Context: an optimization exercise on an open-source flow, tuned for small area, a short achievable clock period and few clock cycles per item. The choices shown serve that exercise and are no tape-out recipe.
RTL that was checked went through simulation tests only; none was proved equivalent to the original.
Power and IR-drop figures of this design are not reliable: the tool's default activity estimate is inflated in some of its runs.

// chirp_radar_ranger
module chirp_radar_ranger (
    input  wire        clk,
    input  wire        rst,
    input  wire        key_valid,
    input  wire [7:0]  key_char,
    input  wire        in_valid,
    output wire        in_ready,
    input  wire [15:0] mic,
    input  wire [31:0] now,
    output reg         out_valid,
    input  wire        out_ready,
    output wire [15:0] out_left,
    output reg         out_last,
    output reg         ev_valid,
    output reg         ev_kind,       
    output reg  [7:0]  ev_char,
    output wire [5:0]  ev_index,
    output reg  [13:0] ev_dist,       
    output wire [27:0] ev_amp
);
Size: ~620 flip-flops.
clock: 13.0 ns
lec_check: 0
cap_margin: 20
core_margin: 2
core_utilization: 40
cts_cluster_diameter: 80
cts_cluster_size: 24
slew_margin: 20
synth_hierarchical: 1
standard.sh (not shown) runs the stock make flow with config.mk's settings and CLKGATE_MAP_FILE= SYNTH_SCRIPT=/design/flow/synth_recipe.tcl, a recipe that flattens the netlist after the stock synthesis.
==> flow/flow/run.sh <==
#!/bin/bash
# The standard layout (the standard.sh: the standard synthesis,
# floorplan, placement, CTS, routing) at the design's clock period and
# constraints, with two settings passed on to ORFS:
#  - SETUP_SLACK_MARGIN: the resizer's setup repair aims for this much
#    slack, so it works the paths down towards the period the design can
#    reach rather than stopping once the design's period is met;
#  - BUFFER_PORTS_ARGS: the cell used for the buffer every port gets.
# The make output goes to standard_make.log; ORFS's own logs are kept under
# orfs/logs.
set -euo pipefail
MARGIN=$(cat flow/margin.txt)
PORTBUF=$(cat flow/portbuf.txt)
bash standard.sh "SETUP_SLACK_MARGIN=$MARGIN" "BUFFER_PORTS_ARGS=-buffer_cell $PORTBUF" finish > standard_make.log 2>&1
==> flow/flow/margin.txt <==
9.1
==> flow/flow/portbuf.txt <==
sky130_fd_sc_hd__buf_2
Edit:
==> flow/flow/portbuf.txt (replaced) <==
sky130_fd_sc_hd__buf_1
CTS_CLUSTER_DIAMETER = 90   (was 80)
CTS_CLUSTER_SIZE = 30   (was 24)
The changed run produced a clean layout.
Setup slack is better by 0.016 ns.
Total power is lower by about 1.4%.
Wire length goes down by 0.74%.
Non-clock buffer count fell by 17.
Global-route usage barely changes.
Utilization falls by 0.47 points.
Design area goes down by about 1%.
Worst hold slack improves by 0.0039 ns.
Cell count decreases by 0.74%.
Function was not checked in any run of this note: the RTL went through the layout flow alone.

---

chirp_radar_ranger, a different RTL version from the one above (not shown whole).
Size in the first run: ~2500 cells after synthesis, roughly 140 I/O pins.
==> flow/config.mk <==
export PLATFORM = sky130hd
export DESIGN_NAME = chirp_radar_ranger
export DESIGN_NICKNAME = chirp_radar_ranger
export VERILOG_FILES = /design/flow/design.v
export SDC_FILE = /design/flow/constraint.sdc
export NUM_CORES = 4
export LEC_CHECK = 0
export CAP_MARGIN = 20
export CORE_MARGIN = 2
export CORE_UTILIZATION = 40
export SLEW_MARGIN = 20
export SYNTH_HIERARCHICAL = 1
==> flow/constraint.sdc <==
create_clock -name core_clock -period 13.0 [get_ports {clk}]
set_input_delay 2.6000 -clock core_clock [delete_from_list [all_inputs] [get_ports {clk}]]
set_output_delay 2.6000 -clock core_clock [all_outputs]
set_load 0.01 [all_outputs]
run.sh (not shown) runs the stock make flow with config.mk's settings and CLKGATE_MAP_FILE= SYNTH_SCRIPT=/design/flow/synth_recipe.tcl, a recipe that flattens the netlist after the stock synthesis.
Stock flow here: none of the scripts above is used.
The baseline passed the timing, design-rule and antenna checks.
Edit:
==> flow/flow/run.sh (new file) <==
#!/bin/bash
# The standard layout (the standard.sh: standard synthesis, floorplan,
# placement, CTS, routing) at the design's clock period and constraints,
# with the resizer's setup repair asked to leave a margin of slack so that
# it works the paths down towards the period the design can reach.
set -euo pipefail
MARGIN=$(cat flow/margin.txt)
bash standard.sh SETUP_SLACK_MARGIN=$MARGIN finish > standard_make.log 2>&1
==> flow/flow/margin.txt (new file) <==
9.0
==> flow/standard.sh (new file) <==
#!/bin/bash
# synth_recipe.tcl (not shown) runs the flow's synth.tcl, then flattens the netlist and writes it again
# the make line also repeats each setting of config.mk as NAME=value (left out here)
make -C /OpenROAD-flow-scripts/flow DESIGN_CONFIG=/design/flow/config.mk WORK_HOME=/design/flow/orfs CLKGATE_MAP_FILE= SYNTH_SCRIPT=/design/flow/synth_recipe.tcl "${@:-finish}"
removed: flow/run.sh
Effect: The changed run finished with timing, DRC and antenna clean; utilization stays flat; power rises by 1.4%; first-iteration DRC count falls by 3.9%; fmax rises by 11%; non-clock buffer count rises by 26; cell count rises by 0.67%; register-to-register slack improved by 0.24 ns.
No functional check of the RTL was part of any run of this note.

---

chirp_radar_ranger, a different RTL version from the one above (not shown whole).
Size: ~2200 cells after synthesis, roughly 140 I/O pins, ~0.035 mm2 of cells after synthesis.
==> flow/design.v (excerpt) <==
module chirp_radar_ranger (
    input  wire        clk,
    input  wire        rst,
    input  wire        key_valid,
    input  wire [7:0]  key_char,
    input  wire        in_valid,
    output wire        in_ready,
    input  wire [15:0] mic,
    input  wire [31:0] now,
    output reg         out_valid,
    input  wire        out_ready,
    output wire [15:0] out_left,
    output reg         out_last,
    output reg         ev_valid,
    output reg         ev_kind,       
    output reg  [7:0]  ev_char,
    output wire [5:0]  ev_index,
    output reg  [13:0] ev_dist,       
    output wire [27:0] ev_amp
);
clock: 13.0 ns
lec_check: 0
cap_margin: 20
core_margin: 2
core_utilization: 40
cts_cluster_diameter: 90
cts_cluster_size: 30
slew_margin: 20
synth_hierarchical: 1
tns_end_percent: 40
standard.sh (not shown) runs the stock make flow with config.mk's settings and CLKGATE_MAP_FILE= SYNTH_SCRIPT=/design/flow/synth_recipe.tcl, a recipe that flattens the netlist after the stock synthesis.
==> flow/flow/run.sh <==
#!/bin/bash
# The standard layout (the standard.sh: the standard synthesis,
# floorplan, placement, CTS, routing) at the design's clock period and
# constraints, with two settings passed on to ORFS:
#  - SETUP_SLACK_MARGIN: the resizer's setup repair aims for this much
#    slack, so it works the paths down towards the period the design can
#    reach rather than stopping once the design's period is met;
#  - BUFFER_PORTS_ARGS: the cell used for the buffer every port gets.
# The make output goes to standard_make.log; ORFS's own logs are kept under
# orfs/logs.
set -euo pipefail
MARGIN=$(cat flow/margin.txt)
PORTBUF=$(cat flow/portbuf.txt)
bash standard.sh "SETUP_SLACK_MARGIN=$MARGIN" "BUFFER_PORTS_ARGS=-buffer_cell $PORTBUF" finish > standard_make.log 2>&1
==> flow/flow/margin.txt <==
9.1
==> flow/flow/portbuf.txt <==
sky130_fd_sc_hd__buf_1
The first run went through all stages and came out clean.
Testbench counts at the start, summed over its fixed seeds: cycles 32,776, items 32,768.
Rerun with:
==> flow/flow/margin.txt (replaced) <==
9.2
Settings changed: TNS_END_PERCENT 40 to default.
Outcome: Area after synthesis does not change. Total power increases by 6.4%. Synthesized cell count does not change. Cell count increases by 3.7%. Wire length increases by 3.4%. Setup slack is better by 0.022 ns. Sequential power barely changes. Global-route usage increases by 0.73 points. Fmax increases by 0.57%.
Rerun with:
==> flow/flow/margin.txt (replaced) <==
9.1
Settings changed: TNS_END_PERCENT from default to 5.
=> The changed run went through all stages and came out clean; first-iteration DRC count went up by 0.47%; utilization falls by 2.4 points; design area came out lower by 5.1%; via count shrinks by 3.3%.
Rerun with:
Settings changed: CTS_CLUSTER_DIAMETER 90 to 100, CTS_CLUSTER_SIZE 30 to 36, TNS_END_PERCENT 5 to default.
After rerunning:
- The changed run passed the timing, design-rule and antenna checks
- clock power is about the same
- final area rises by 2.0%
- hold slack improved by 0.0066 ns

---

Setup of run B:
Another version of the RTL of chirp_radar_ranger (not shown whole).
Size in the first run: about 2400 cells after synthesis, about 530 flip-flops, about 140 I/O pins, roughly 0.035 mm^2 of cells after synthesis.
Settings: LEC_CHECK=0, CAP_MARGIN=20, CORE_MARGIN=2, CORE_UTILIZATION=40, CTS_CLUSTER_DIAMETER=60, CTS_CLUSTER_SIZE=30, SLEW_MARGIN=20, SYNTH_HIERARCHICAL=1; clock period 13.0 ns.
==> flow/flow/margin.txt <==
9.3
==> flow/flow/portbuf.txt <==
sky130_fd_sc_hd__buf_2
Scripts as last shown in full above: flow/flow/run.sh
The inputs of run C differ from those of run B as listed below.
Settings: swapping 60 for 80 in CTS_CLUSTER_DIAMETER; swapping 30 for 24 in CTS_CLUSTER_SIZE.
==> comparison <==
- Status: final wirelength parity (run B, run C)
- Compared with run B, run C shows a sequential share of layout area that is 0.65 points higher.
- Summary of the comparison: fraction of power spent switching nets is higher in run C, relative to run B.
- Taking run B as the reference point, the relative area of clock buffers and inverters in the final design of run C falls by 1.6 points.
- Compared with run B, placement density in the core of run C is lower.
- Multi-input combinational cell area across run B and run C: no real change.
- | total power after layout | lower: run C |
No run of this note included a check of the RTL's function; only the layout flow was run.

---

== job 101 ==
chirp_radar_ranger, a different RTL version from the one above (not shown whole).
Size in the first run: roughly 2500 cells after synthesis, ~620 flip-flops, roughly 140 I/O pins, roughly 37000 µm² of cells after synthesis.
==> flow/config.mk <==
export PLATFORM = sky130hd
export DESIGN_NAME = chirp_radar_ranger
export DESIGN_NICKNAME = chirp_radar_ranger
export VERILOG_FILES = /design/flow/design.v
export SDC_FILE = /design/flow/constraint.sdc
export NUM_CORES = 4
export LEC_CHECK = 0
export CAP_MARGIN = 20
export CORE_MARGIN = 2
export CORE_UTILIZATION = 60
export CTS_CLUSTER_DIAMETER = 80
export CTS_CLUSTER_SIZE = 24
export SLEW_MARGIN = 20
export SYNTH_HIERARCHICAL = 1
==> flow/constraint.sdc <==
create_clock -name core_clock -period 13.0 [get_ports {clk}]
set_input_delay 2.6000 -clock core_clock [delete_from_list [all_inputs] [get_ports {clk}]]
set_output_delay 2.6000 -clock core_clock [all_outputs]
set_load 0.01 [all_outputs]
==> flow/flow/margin.txt <==
9.1
Scripts as last shown in full above: flow/flow/run.sh, flow/flow/portbuf.txt
Job 101 ended with every stage complete and zero timing, DRC or antenna violations.
Testbench counts of job 101, summed over its fixed seeds: cycles 32,776, items 32,768.
Inputs modified between job 101 and job 102:
# job 101
export LEC_CHECK = 0
export CAP_MARGIN = 20
export CORE_MARGIN = 2
export CORE_UTILIZATION = 60
export CTS_CLUSTER_DIAMETER = 80
export CTS_CLUSTER_SIZE = 24
export SLEW_MARGIN = 20
export SYNTH_HIERARCHICAL = 1
create_clock -name core_clock -period 13.0 [get_ports {clk}]
# job 102
export LEC_CHECK = 0
export ABC_AREA = 1
export CAP_MARGIN = 20
export CORE_MARGIN = 2
export CORE_UTILIZATION = 40
export SLEW_MARGIN = 20
export SYNTH_HIERARCHICAL = 1
create_clock -name core_clock -period 13.0 [get_ports {clk}]
==> flow/flow/run.sh <==
#!/bin/bash
# The standard layout (the standard.sh: standard synthesis, floorplan,
# placement, CTS, routing) at the design's clock period and constraints,
# with the resizer's setup repair asked to leave a margin of slack so that
# it works the paths down towards the period the design can reach.
set -euo pipefail
MARGIN=$(cat flow/margin.txt)
bash standard.sh SETUP_SLACK_MARGIN=$MARGIN finish > standard_make.log 2>&1
==> flow/flow/margin.txt <==
9.3
removed: flow/flow/portbuf.txt
Results
Job 102 has completed all stages; timing, DRC and antenna checks passed. Per the final summary, job 101 finished and its layout is clean on timing, DRC and antenna. Worst hold-check slack: higher on job 101. Run comparison: job 101 worst-path cell with the longest stage delay sky130_fd_sc_hd__fa_1; job 102 worst-path cell with the longest stage delay sky130_fd_sc_hd__edfxtp_1. Against job 101, job 102 reports a final standard cell area without fillers that is higher. For job 101, the kind of critical path was reg -> reg, unlike job 102, where it was reg -> out. Row adder-cell share of the synthesized area: job 102 lower / job 101 higher. A start point of the critical path of u_corr.win[1][10] is what job 101 shows, while left_q[7] belongs to job 102. Job 102 against job 101: relative contribution of combinational cells to total power decreased 4.9 points; power grew by about 7.5%; floorplan die height increased by about 23% relative to the old numbers; setup slack moved down. Compared with job 101, in job 102 placeable core region picked up an extra about 54%, buffer count excluding the clock tree in the final layout went up 8.9%, average instance area after synthesis fell by 1.6 µm².
Input changes introduced in job 103 (baseline for comparison: job 102):
# job 102
export LEC_CHECK = 0
export ABC_AREA = 1
export CAP_MARGIN = 20
export CORE_MARGIN = 2
export CORE_UTILIZATION = 40
export SLEW_MARGIN = 20
export SYNTH_HIERARCHICAL = 1
create_clock -name core_clock -period 13.0 [get_ports {clk}]
# job 103
export LEC_CHECK = 0
export CAP_MARGIN = 20
export CORE_MARGIN = 2
export CORE_UTILIZATION = 40
export CTS_CLUSTER_DIAMETER = 80
export CTS_CLUSTER_SIZE = 24
export SLEW_MARGIN = 20
export SYNTH_HIERARCHICAL = 1
create_clock -name core_clock -period 13.0 [get_ports {clk}]
==> flow/flow/run.sh <==
#!/bin/bash
# The standard layout (the standard.sh: the standard synthesis,
# floorplan, placement, CTS, routing) at the design's clock period and
# constraints, with two settings passed on to ORFS:
#  - SETUP_SLACK_MARGIN: the resizer's setup repair aims for this much
#    slack, so it works the paths down towards the period the design can
#    reach rather than stopping once the design's period is met;
#  - BUFFER_PORTS_ARGS: the cell used for the buffer every port gets.
# The make output goes to standard_make.log; ORFS's own logs are kept under
# orfs/logs.
set -euo pipefail
MARGIN=$(cat flow/margin.txt)
PORTBUF=$(cat flow/portbuf.txt)
bash standard.sh "SETUP_SLACK_MARGIN=$MARGIN" "BUFFER_PORTS_ARGS=-buffer_cell $PORTBUF" finish > standard_make.log 2>&1
==> flow/flow/margin.txt <==
8.9
==> flow/flow/portbuf.txt (new file) <==
sky130_fd_sc_hd__buf_2
[summary]
A launching element of the worst setup path of u_corr.p1_1_2 is what job 103 shows, while left_q[7] belongs to job 102.
The faster design of the two is job 102; job 103 tops out lower.
Compared with job 102, in job 103 area after synthesis shows a reduction of 720 µm²; final max-slew violation count shows no meaningful change; tapcell count shows a reduction of 68.
Global-route wire length before repair (job 103 over job 102): decrease, about 6%
Job 103 ended up with a lower TritonCTS buffer count than job 102 did.
Going from job 102 to job 103, non-clock buffer area fraction after layout now sits lower; via count moved down; final critical delay including setup and external delays rose 0.083 ns; total design power decreased by 0.88 mW relative to the old numbers.
Compared to job 102, job 103 has routed wire length 5700 µm lower.
Here is what was changed in the inputs of job 104 compared with job 103.
==> flow/flow/margin.txt <==
9.1
- | sequential fraction of design power | job 104 vs job 103 | 1.4 points lower |
- Compared with job 103, in job 104 combinational power share rose by 2.8 points, switching part of the total rose by 0.39 points.

---

chirp_radar_ranger, a different RTL version from the one above (not shown whole).
Size in the first run: roughly 2500 cells after synthesis, about 610 flip-flops, ~140 I/O pins, roughly 36000 um2 of cells after synthesis.
export LEC_CHECK = 0
export CAP_MARGIN = 20
export CORE_MARGIN = 2
export CORE_UTILIZATION = 40
export SLEW_MARGIN = 20
export SYNTH_HIERARCHICAL = 1
create_clock -name core_clock -period 13.0 [get_ports {clk}]
==> flow/flow/run.sh <==
#!/bin/bash
# The standard layout (the standard.sh: standard synthesis, floorplan,
# placement, CTS, routing) at the design's clock period and constraints,
# with the resizer's setup repair asked to leave a margin of slack so that
# it works the paths down towards the period the design can reach.
set -euo pipefail
MARGIN=$(cat flow/margin.txt)
bash standard.sh SETUP_SLACK_MARGIN=$MARGIN finish > standard_make.log 2>&1
==> flow/flow/margin.txt <==
9.7
==> next run, changes <==
==> flow/flow/margin.txt (replaced) <==
9.3
Effect: The changed run completed with no timing, DRC or antenna violations; design area went down by 1.0%; cell count is about the same; hold slack improves by 0.0038 ns.
No run of this note included a check of the RTL's function; only the layout flow was run.

---

chirp_radar_ranger, a different RTL version from the one above (not shown whole).
Size in the first run: ~550 flip-flops, ~140 I/O pins, ~35000 um2 of cells after synthesis.
==> flow/design.v (excerpt) <==
module chirp_radar_ranger (
    input  wire        clk,
    input  wire        rst,
    input  wire        key_valid,
    input  wire [7:0]  key_char,
    input  wire        in_valid,
    output wire        in_ready,
    input  wire [15:0] mic,
    input  wire [31:0] now,
    output reg         out_valid,
    input  wire        out_ready,
    output wire [15:0] out_left,
    output reg         out_last,
    output reg         ev_valid,
    output reg         ev_kind,       
    output reg  [7:0]  ev_char,
    output wire [5:0]  ev_index,
    output reg  [13:0] ev_dist,       
    output wire [27:0] ev_amp
);
export LEC_CHECK = 0
export CAP_MARGIN = 20
export CORE_MARGIN = 2
export CORE_UTILIZATION = 40
export CTS_CLUSTER_DIAMETER = 90
export CTS_CLUSTER_SIZE = 30
export SLEW_MARGIN = 20
export SYNTH_HIERARCHICAL = 1
create_clock -name core_clock -period 13.0 [get_ports {clk}]
==> flow/flow/run.sh <==
#!/bin/bash
# The standard layout (the standard.sh: the standard synthesis,
# floorplan, placement, CTS, routing) at the design's clock period and
# constraints, with two settings passed on to ORFS:
#  - SETUP_SLACK_MARGIN: the resizer's setup repair aims for this much
#    slack, so it works the paths down towards the period the design can
#    reach rather than stopping once the design's period is met;
#  - BUFFER_PORTS_ARGS: the cell used for the buffer every port gets.
# The make output goes to standard_make.log; ORFS's own logs are kept under
# orfs/logs.
set -euo pipefail
MARGIN=$(cat flow/margin.txt)
PORTBUF=$(cat flow/portbuf.txt)
bash standard.sh "SETUP_SLACK_MARGIN=$MARGIN" "BUFFER_PORTS_ARGS=-buffer_cell $PORTBUF" finish > standard_make.log 2>&1
==> flow/flow/margin.txt <==
9.15
==> flow/flow/portbuf.txt <==
sky130_fd_sc_hd__buf_1
The first run completed with no timing, DRC or antenna violations.
Testbench counts at the start, summed over its fixed seeds: cycles 32,776, items 32,768.
Edit:
==> flow/flow/margin.txt (replaced) <==
9.1
Power rises by 0.49%.
Final cell count falls by 1.6%.
Design area falls by 1.3%.
Utilization falls by 0.59 points.
Wire length falls by 0.80%.
Count of clock-buffer cells in the layout does not change.

[re-timing with driven ports]
How much do the figures lean on ideal ports? The routed layouts below were timed once more, with nothing changed but the port constraints. Step 1 sets driving cells, clkbuf_16 on the clock port and buf_2 on the other inputs (assumed; they add their load-dependent delay and slew). Step 2 times the ports against the registers' clock, not the clock port: input delays grow and output delays shrink by t, the midpoint of the rising clock arrivals with the driver on. Three values: no drivers, after step 1, after step 2; two values: the first two.
run	t (ns)	setup WS [ns]	worst setup path after step 2
the first run of note 1	0.654	9.107 / 9.059 / 8.647	input to register
the second run of note 1	0.653	9.123 / 9.057 / 8.622	input to register
the first run of note 2	0.680	8.594 / 8.618 / 7.950	input to register
the second run of note 2	0.699	9.017 / 8.950 / 8.445	input to register
the first run of note 3	0.696	9.073 / 9.008 / 8.506	input to register
the second run of note 3	0.705	9.096 / 9.033 / 8.648	input to register
the third run of note 3	0.696	8.946 / 8.946 / 8.511	input to register
the fourth run of note 3	0.687	9.123 / 9.054 / 8.693	input to register
run B	0.691	8.713 / 8.713 / 8.179	input to register
run C	0.662	8.742 / 8.742 / 8.115	input to register
job 101	0.649	9.151 / 9.095 / 8.731	input to register
job 102	0.692	9.101 / 9.035 / 8.759	input to register
job 103	0.663	9.018 / 9.018 / 8.431	input to register
job 104	0.655	9.129 / 9.065 / 8.643	input to register
the first run of note 6	0.685	8.768 / 8.768 / 8.768	register to register
the second run of note 6	0.677	8.734 / 8.734 / 8.734	register to register
the first run of note 7	0.637	9.147 / 9.084 / 8.888	input to register
the second run of note 7	0.637	9.138 / 9.083 / 8.879	input to register
After both steps setup and hold are still met in every run listed. The setup slack of the first run of note 2, which loses most, moves by +0.024 ns with the drivers and by -0.644 ns with both steps.
